Context: an optimization exercise on an open-source flow, tuned for small area, a short achievable clock period and few clock cycles. The choices shown serve that exercise and are no tape-out recipe. Only simulation tests tie the RTL to the original design; equivalence was not proved. Power figures rest on the tool's default switching activity, not on a simulated workload.

**flow/run.sh**
```bash
#!/bin/bash
# synth_recipe.tcl (not shown) runs the flow's synth.tcl, then flattens the netlist and writes it again
# the make line also repeats each setting of config.mk as NAME=value (left out here)
make -C /OpenROAD-flow-scripts/flow DESIGN_CONFIG=/design/flow/config.mk WORK_HOME=/design/flow/orfs CLKGATE_MAP_FILE= SYNTH_SCRIPT=/design/flow/synth_recipe.tcl finish
```
**flow/config.mk**
```make
export PLATFORM = sky130hd
export DESIGN_NAME = bsq_core
export DESIGN_NICKNAME = bsq_core
export VERILOG_FILES = /design/flow/design.v
export SDC_FILE = /design/flow/constraint.sdc
export NUM_CORES = 4
export LEC_CHECK = 0
export CAP_MARGIN = 20
export CORE_MARGIN = 2
export CORE_UTILIZATION = 40
export SLEW_MARGIN = 20
```
**flow/constraint.sdc**
```tcl
create_clock -name core_clock -period 10.0 [get_ports {clk}]
set_input_delay 2.0000 -clock core_clock [delete_from_list [all_inputs] [get_ports {clk}]]
set_output_delay 2.0000 -clock core_clock [all_outputs]
set_load 0.01 [all_outputs]
```
**flow/design.v**
```verilog
module bsq_core (
    input  wire        clk,
    input  wire        rst,
    input  wire        cmd_valid,
    output wire        cmd_ready,
    input  wire [31:0] cmd,
    input  wire [63:0] data,
    output wire        rsp_valid,
    input  wire        rsp_ready,
    output reg  [1:0]  rsp,
    output reg  [63:0] result,
    output wire        fault_o
);
    localparam integer N    = 64;            
    localparam integer NBIT = 8 * N;         
    localparam integer PW   = 10;            
    localparam integer BW   = 7;             
    localparam [3:0] OP_STAT  = 4'h0, OP_PNEW = 4'h1, OP_PRST  = 4'h2,
                     OP_ADD   = 4'h3, OP_ADDS = 4'h4, OP_UINIT = 4'h5,
                     OP_READ  = 4'h6, OP_READS = 4'h7, OP_BRD  = 4'h8,
                     OP_BWR   = 4'h9, OP_WPOS = 4'hA, OP_PLEN  = 4'hB,
                     OP_RPOS  = 4'hC, OP_ULENR = 4'hD;
    localparam [1:0] R_OK = 2'd0, R_FAULTED = 2'd1, R_REJECTED = 2'd2;
    localparam [3:0] C_WR_OVERFLOW = 4'd1, C_RD_OVERFLOW = 4'd2,
                     C_BAD_WIDTH   = 4'd3, C_BAD_CMD     = 4'd4,
                     C_BAD_ADDR    = 4'd5, C_BAD_LEN     = 4'd6;
    localparam [1:0] S_IDLE = 2'd0, S_DECODE = 2'd1, S_CHUNK = 2'd2, S_RESP = 2'd3;
    reg [7:0]    buffer [0:N-1];
    reg [PW-1:0] wpos;           
    reg [PW-1:0] upos;           
    reg [BW-1:0] ulen;
    reg          fault;
    reg [3:0]    cause;
    reg [1:0]    state;
    reg [31:0]   cmd_q;
    reg [63:0]   data_q;
    reg          is_write;       
    reg          is_signed;      
    reg [5:0]    remain;         
    reg [PW-1:0] cpos;           
    reg [63:0]   wval;           
    reg [63:0]   acc;            
    reg [5:0]    shift;          
    assign cmd_ready = (state == S_IDLE) && !rst;
    assign rsp_valid = (state == S_RESP);
    assign fault_o   = fault;
    wire [3:0]  op    = cmd_q[3:0];
    wire [5:0]  nbits = cmd_q[9:4];
    wire [21:0] addr  = cmd_q[31:10];
    reg bad_cmd;
    reg is_query;
    always @(*) begin
        case (op)
            OP_STAT, OP_PNEW, OP_PRST, OP_UINIT,
            OP_WPOS, OP_PLEN, OP_RPOS, OP_ULENR:
                bad_cmd = (nbits != 6'd0) || (addr != 22'd0);
            OP_ADD, OP_ADDS, OP_READ, OP_READS:
                bad_cmd = (addr != 22'd0);
            OP_BRD, OP_BWR:
                bad_cmd = (nbits != 6'd0);
            default:
                bad_cmd = 1'b1;
        endcase
        is_query = !bad_cmd && (op == OP_STAT || op == OP_WPOS || op == OP_PLEN ||
                                op == OP_RPOS || op == OP_ULENR);
    end
    wire        signed_op = (op == OP_ADDS) || (op == OP_READS);
    wire [6:0]  nmove     = {1'b0, nbits} + {6'd0, signed_op};
    wire        bad_width = (nbits > 6'd57);
    wire [PW:0] wend      = {1'b0, wpos} + {{(PW-6){1'b0}}, nmove};
    wire [PW:0] uend      = {1'b0, upos} + {{(PW-6){1'b0}}, nmove};
    wire        wr_ovf    = (nmove != 7'd0) && (wend > NBIT[PW:0]);
    wire        rd_ovf    = (nmove != 7'd0) && (uend > NBIT[PW:0]);
    wire        bad_addr  = (addr >= N[21:0]);
    wire        bad_len   = (data_q > {{(64-BW){1'b0}}, N[BW-1:0]});
    wire        adds_sign = data_q[63];
    wire [63:0] adds_mag  = adds_sign ? (~data_q + 64'd1) : data_q;
    wire [BW-1:0] ubyte = upos[PW-1:3];
    wire [BW-1:0] wbyte = wpos[PW-1:3];
    wire          more  = (ubyte < ulen);
    wire [63:0]   status_word = {56'd0, cause, 2'b00, more, fault};
    wire [BW-1:0] plen  = wbyte + {{(BW-1){1'b0}}, (wpos[2:0] != 3'd0)};
    wire [BW-1:0] cbyte   = cpos[PW-1:3];
    wire [2:0]    cbit    = cpos[2:0];
    wire [3:0]    room    = 4'd8 - {1'b0, cbit};
    wire [3:0]    k       = (remain < {2'b00, room}) ? remain[3:0] : room;
    wire [7:0]    kmask   = (8'd1 << k) - 8'd1;
    wire [7:0]    cur     = buffer[cbyte[BW-2:0]];
    wire [7:0]    wr_bits = (wval[7:0] & kmask) << cbit;
    wire [7:0]    rd_bits = (cur >> cbit) & kmask;
    wire          last    = (remain == {2'b00, k});
    wire [63:0]   acc_next  = acc | ({56'd0, rd_bits} << shift);
    wire [63:0]   rd_mag    = acc_next >> 1;
    wire [63:0]   rd_result = is_signed ? (acc_next[0] ? (~rd_mag + 64'd1) : rd_mag) : acc_next;
    integer i;
    always @(posedge clk) begin
        if (rst) begin
            for (i = 0; i < N; i = i + 1)
                buffer[i] <= 8'd0;
            wpos      <= {PW{1'b0}};
            upos      <= {PW{1'b0}};
            ulen      <= {BW{1'b0}};
            fault     <= 1'b0;
            cause     <= 4'd0;
            state     <= S_IDLE;
            rsp       <= R_OK;
            result    <= 64'd0;
            cmd_q     <= 32'd0;
            data_q    <= 64'd0;
            is_write  <= 1'b0;
            is_signed <= 1'b0;
            remain    <= 6'd0;
            cpos      <= {PW{1'b0}};
            wval      <= 64'd0;
            acc       <= 64'd0;
            shift     <= 6'd0;
        end else begin
            case (state)
                S_IDLE: begin
                    if (cmd_valid) begin
                        cmd_q  <= cmd;
                        data_q <= data;
                        state  <= S_DECODE;
                    end
                end
                S_DECODE: begin
                    rsp    <= R_OK;
                    result <= 64'd0;
                    state  <= S_RESP;
                    if (fault && !is_query) begin
                        rsp <= R_REJECTED;
                    end else if (bad_cmd) begin
                        rsp   <= R_FAULTED;
                        fault <= 1'b1;
                        cause <= C_BAD_CMD;
                    end else begin
                        case (op)
                            OP_STAT:  result <= status_word;
                            OP_WPOS:  result <= {{(64-PW){1'b0}}, wpos};
                            OP_PLEN:  result <= {{(64-BW){1'b0}}, plen};
                            OP_RPOS:  result <= {{(64-PW){1'b0}}, upos};
                            OP_ULENR: result <= {{(64-BW){1'b0}}, ulen};
                            OP_PNEW: begin
                                for (i = 0; i < N; i = i + 1)
                                    buffer[i] <= 8'd0;
                                wpos <= {PW{1'b0}};
                            end
                            OP_PRST:  wpos <= {PW{1'b0}};
                            OP_UINIT: begin
                                if (bad_len) begin
                                    rsp   <= R_FAULTED;
                                    fault <= 1'b1;
                                    cause <= C_BAD_LEN;
                                end else begin
                                    upos <= {PW{1'b0}};
                                    ulen <= data_q[BW-1:0];
                                end
                            end
                            OP_BRD, OP_BWR: begin
                                if (bad_addr) begin
                                    rsp   <= R_FAULTED;
                                    fault <= 1'b1;
                                    cause <= C_BAD_ADDR;
                                end else if (op == OP_BRD) begin
                                    result <= {56'd0, buffer[addr[BW-2:0]]};
                                end else begin
                                    buffer[addr[BW-2:0]] <= data_q[7:0];
                                end
                            end
                            OP_ADD, OP_ADDS: begin
                                if (bad_width) begin
                                    rsp   <= R_FAULTED;
                                    fault <= 1'b1;
                                    cause <= C_BAD_WIDTH;
                                end else if (wr_ovf) begin
                                    rsp   <= R_FAULTED;
                                    fault <= 1'b1;
                                    cause <= C_WR_OVERFLOW;
                                end else if (nmove != 7'd0) begin
                                    is_write  <= 1'b1;
                                    is_signed <= 1'b0;
                                    remain    <= nmove[5:0];
                                    cpos      <= wpos;
                                    wval      <= (op == OP_ADDS) ? {adds_mag[62:0], adds_sign} : data_q;
                                    wpos      <= wend[PW-1:0];
                                    state     <= S_CHUNK;
                                end
                            end
                            OP_READ, OP_READS: begin
                                if (bad_width) begin
                                    rsp   <= R_FAULTED;
                                    fault <= 1'b1;
                                    cause <= C_BAD_WIDTH;
                                end else if (rd_ovf) begin
                                    rsp   <= R_FAULTED;
                                    fault <= 1'b1;
                                    cause <= C_RD_OVERFLOW;
                                end else if (nmove != 7'd0) begin
                                    is_write  <= 1'b0;
                                    is_signed <= (op == OP_READS);
                                    remain    <= nmove[5:0];
                                    cpos      <= upos;
                                    acc       <= 64'd0;
                                    shift     <= 6'd0;
                                    upos      <= uend[PW-1:0];
                                    state     <= S_CHUNK;
                                end
                            end
                            default: ;
                        endcase
                    end
                end
                S_CHUNK: begin
                    if (is_write) begin
                        buffer[cbyte[BW-2:0]] <= cur | wr_bits;
                        wval <= wval >> k;
                    end else begin
                        acc   <= acc_next;
                        shift <= shift + {2'b00, k};
                    end
                    cpos   <= cpos + {{(PW-4){1'b0}}, k};
                    remain <= remain - {2'b00, k};
                    if (last) begin
                        state <= S_RESP;
                        if (!is_write)
                            result <= rd_result;
                    end
                end
                S_RESP: begin
                    if (rsp_ready)
                        state <= S_IDLE;
                end
            endcase
        end
    end
endmodule
```
==> run_results.csv <==
group,metric,value,unit
timing,setup_slack,1.45,ns
timing,fmax,0.117,GHz
synthesis,synth-edff-count,512,
die,die_area,130000,µm²
power_and_ir_drop,irDropWorstVdd,0.203,mV
timing,final-max-slew-violation-count,0,
synthesis,yosysTopAreaCell,"edfxtp_1",
global_routing,grt_max_degree,94,
detailed_routing,antenna_left,0,
worst_setup_path,start_kind,"flip-flop",
place,placed_cell_area,54100,µm²
place,port_buffers,168,
global_routing,grt_pass1_vias,40700,
timing,setup-violations-final,0,
die,fp.dieW,361,µm
timing,grt_setup_unrepaired,"false",
final_layout,final_nets,5365,
clock_tree,root_buffer,"clkbuf_16",
detailed_routing,via_count,43400,
clock_tree,postCtsSetupBuffers,0,
power_and_ir_drop,p_total,13000,µW
worst_setup_path,path_max_fanout,74,
global_routing,grt_overflow,0,
clock_tree,ctsResizeCount,0,
synthesis,synthFlopType,"edfxtp_1",
final_layout,drive_above_1_share,10.5,%
timing,setup_tns,0,ns
timing,slew_headroom,22.9,%
clock_tree,cts_tree,"done",
detailed_routing,wl_per_cell,26.3,µm
synthesis,ys_top_cells_by_area,"edfxtp_1 (30%), dfxtp_1 (14%), mux4_2 (9.4%), mux2i_1 (7.5%), nor2_1 (6.6%)",
detailed_routing,met1Wirelength,76.9,mm
timing,period_share,85.5,%
die,initial_core_util,40.4,%
power_and_ir_drop,leakage,0.0199,µW
synthesis,syn_inst,5251,
die,fp.coreArea,126000,µm²
timing,clock_skew,0.0375,ns
detailed_routing,met3_length,16.5,mm
final_layout,final_cell_area,57300,µm²
final_layout,final_common_cell,"nor2_1",
detailed_routing,dr_wl_met2,82.3,mm
worst_setup_path,cp.arrival,9.18,ns
clock_tree,ctsHoldBuffers,0,
clock_tree,worstSkewPairLatency,0.74,ns
flow_run,maxCapViolCount,0,
synthesis,synthArstFlopShare,0,%
synthesis,synthDistinctLibCells,99,
place,hpwl,128,mm
final_layout,layout_common_cells,"nor2_1 (893), nand2_1 (654), edfxtp_1 (512), mux2i_1 (383), dfxtp_1 (351)",
synthesis,synth_nets,5402,
die,io_pins,169,
synthesis,seq_area_frac_synth,44.2,%
worst_setup_path,required,10.63,ns
timing,hold_viol_final,0,
worst_setup_path,end_kind,"flip-flop",
place,place.gp.congestion,0.979,
clock_tree,clockBufferDepth,3,
detailed_routing,vias_per_cell,6.24,
die,num_rows,130,
status,status,"complete, no violations",
synthesis,yosysTopAreaCellShare,30.2,%
detailed_routing,dr.pass1.iters,7,
die,die_height,361,µm
detailed_routing,route.detailed.drc,0,
power_and_ir_drop,power.density,227,nW/µm²
synthesis,syn_area,51000,µm²
detailed_routing,finalWirelength,183,mm
place,place_ws,1.42,ns
synthesis,syn_area_per_cell,9.71,µm²
detailed_routing,drt_iter0_drc,5611,
clock_tree,h-tree-depth,3,
clock_tree,clkTransAtPathRegs,0.06,ns
global_routing,antenna_found_initial,6,
global_routing,grt_pass1_wl,271,mm
detailed_routing,top_layer,"met5",
synthesis,ys_ff_latch,870,
timing,fin_crit,8.55,ns
global_routing,gr-usage-all-layers,27.3,%
final_layout,syn_to_final_growth,12.5,%
clock_tree,clock_sink_count,870,
clock_tree,cts_made_buffers,100,
synthesis,yosysWarningCount,1,
timing,worst_pin_slew,1.15,ns
min_path,hold_path_class,"flip-flop to flip-flop",
worst_setup_path,critical_path_class,"flip-flop to flip-flop",
[registers in the layout, summed over array words and instances, names as in the netlist, named ones only]
name,cells
wval,64
data_q,64
cause,3
wpos,10
remain,6
is_signed,1
cmd_q,32
shift,6
acc,64
fault,1
rsp,2
state,2
cpos,9
upos,10
result,64
ulen,7
buffer,512
is_write,1
[worst max-delay path: stages (launching register included)]
cell and delay (ns):
dfxtp_1 0.30, buf_4 0.22, nor3_1 0.46, inv_1 0.25, ha_1 0.25, or3_1 0.37
o21ai_4 0.14, buf_4 0.82, nand4b_1 0.27, nor2_1 0.24, inv_1 0.10, ha_1 0.28
nor3_1 0.21, a211oi_1 0.06, o41ai_1 0.82, nand4_1 0.19, o21ai_0 0.72, o21ai_0 0.40
o22ai_1 0.77, o41ai_1 0.22, nand3_1 0.46, nor4_2 0.07, buf_4 0.21, a2111oi_0 0.39
a31oi_1 0.07, a21oi_1 0.13
[per-stage QoR]
step	hold WS [ns]	std cells	utilization, %
after global routing	0.471	6946	45.5
after detailed placement	0.445	6762	42.9
final	0.456	6951	45.5
after global placement	0.442	6762	42.9
after CTS	0.454	6946	45.5
after floorplan	0.431	5251	-
[power by group]
group	internal (µW)	switching (µW)	total (µW)
clock	2120	1570	3690
combinational	1670	3290	4960
sequential	4060	324	4380
[final cells by class]
type                            count  area [µm²]
Inverter                           80         302
Antenna cell                        5        12.5
Clock buffer                      131        2720
Timing Repair Buffer              264        2430
Multi-Input combinational cell   3898       26700
Tap cell                         1650        2060
Sequential cell                   870       22600
Clock inverter                     53         518
Fill cell                       11900       68700
[kinds of logic after synthesis]
kind of cell	after synthesis	synth area share (%)
AND/OR/NAND/NOR	2013	16.9
AO/OA/AOI/OAI	1099	14.3
flip-flops	870	44.2
multiplexers	610	17.2
buffers and inverters	483	3.82
XOR/XNOR	125	2.15
adder cells (fa/ha/maj)	51	1.31
[routing by layer]
metal	vias up	track usage, %
met3	409	5.13
met5	-	0
met2	2154	42.0
met1	21400	38.2
met4	4	9.95
li1	19400	-
[worst paths after layout]
check,start,to,slack [ns],cells after the start
min reg2reg,cmd_q[17],cmd_q[17],0.46,2
max reg2reg,cpos[0],result[49],1.45,25
min,cmd_q[17],cmd_q[17],0.46,2
max,cpos[0],result[49],1.45,25
[cells in the mapped netlist (19+ instances only)]
library cell	count
a311oi_1	48
o31ai_1	28
o41ai_1	19
or4_1	21
nand2b_1	31
a211oi_1	89
nand3_1	81
nor2b_1	34
nand4_1	20
dfxtp_1	358
a31oi_1	51
buf_4	20
buf_2	23
a21oi_1	294
edfxtp_1	512
ha_1	47
clkbuf_1	304
nand2_1	655
nor3_1	116
mux4_2	213
or3_1	36
a22oi_1	118
a21o_1	31
o211ai_1	33
o22ai_1	43
xor2_1	73
xnor2_1	52
nor2_1	896
nor4_1	29
a221oi_1	19
mux2i_1	383
o21ai_0	174
buf_1	51
inv_1	71
or2_2	19
Testbench counts, summed over its fixed seeds: cycles 20,219.

==> separate check: timing with driven ports <==
In the flow no input, the clock included, has a driving cell. The finished layout below was timed again as built, in two steps.
Step 1: set_driving_cell puts a clkbuf_16 on clk and a buf_2 on each other input, an assumption about the parent block.
Step 2 times the ports against the registers' clock, not the clock port: input delays grow and output delays shrink by t, the midpoint of the rising clock arrivals with the driver on.
Slacks: no drivers / after step 1 / after step 2; pairs: no drivers / after step 1.
t (ns): 0.786
setup slack, ns: 1.450 / 1.450 / 1.450
hold WS [ns]: 0.456 / 0.456 / 0.456
slew at the worst register clock pin (ns): 0.07 / 0.07
cell pins on the clock port's net: 1
After both steps this run still meets setup and hold. The setup slack of this run moves by 0.000 ns with the drivers and by 0.000 ns with both steps.
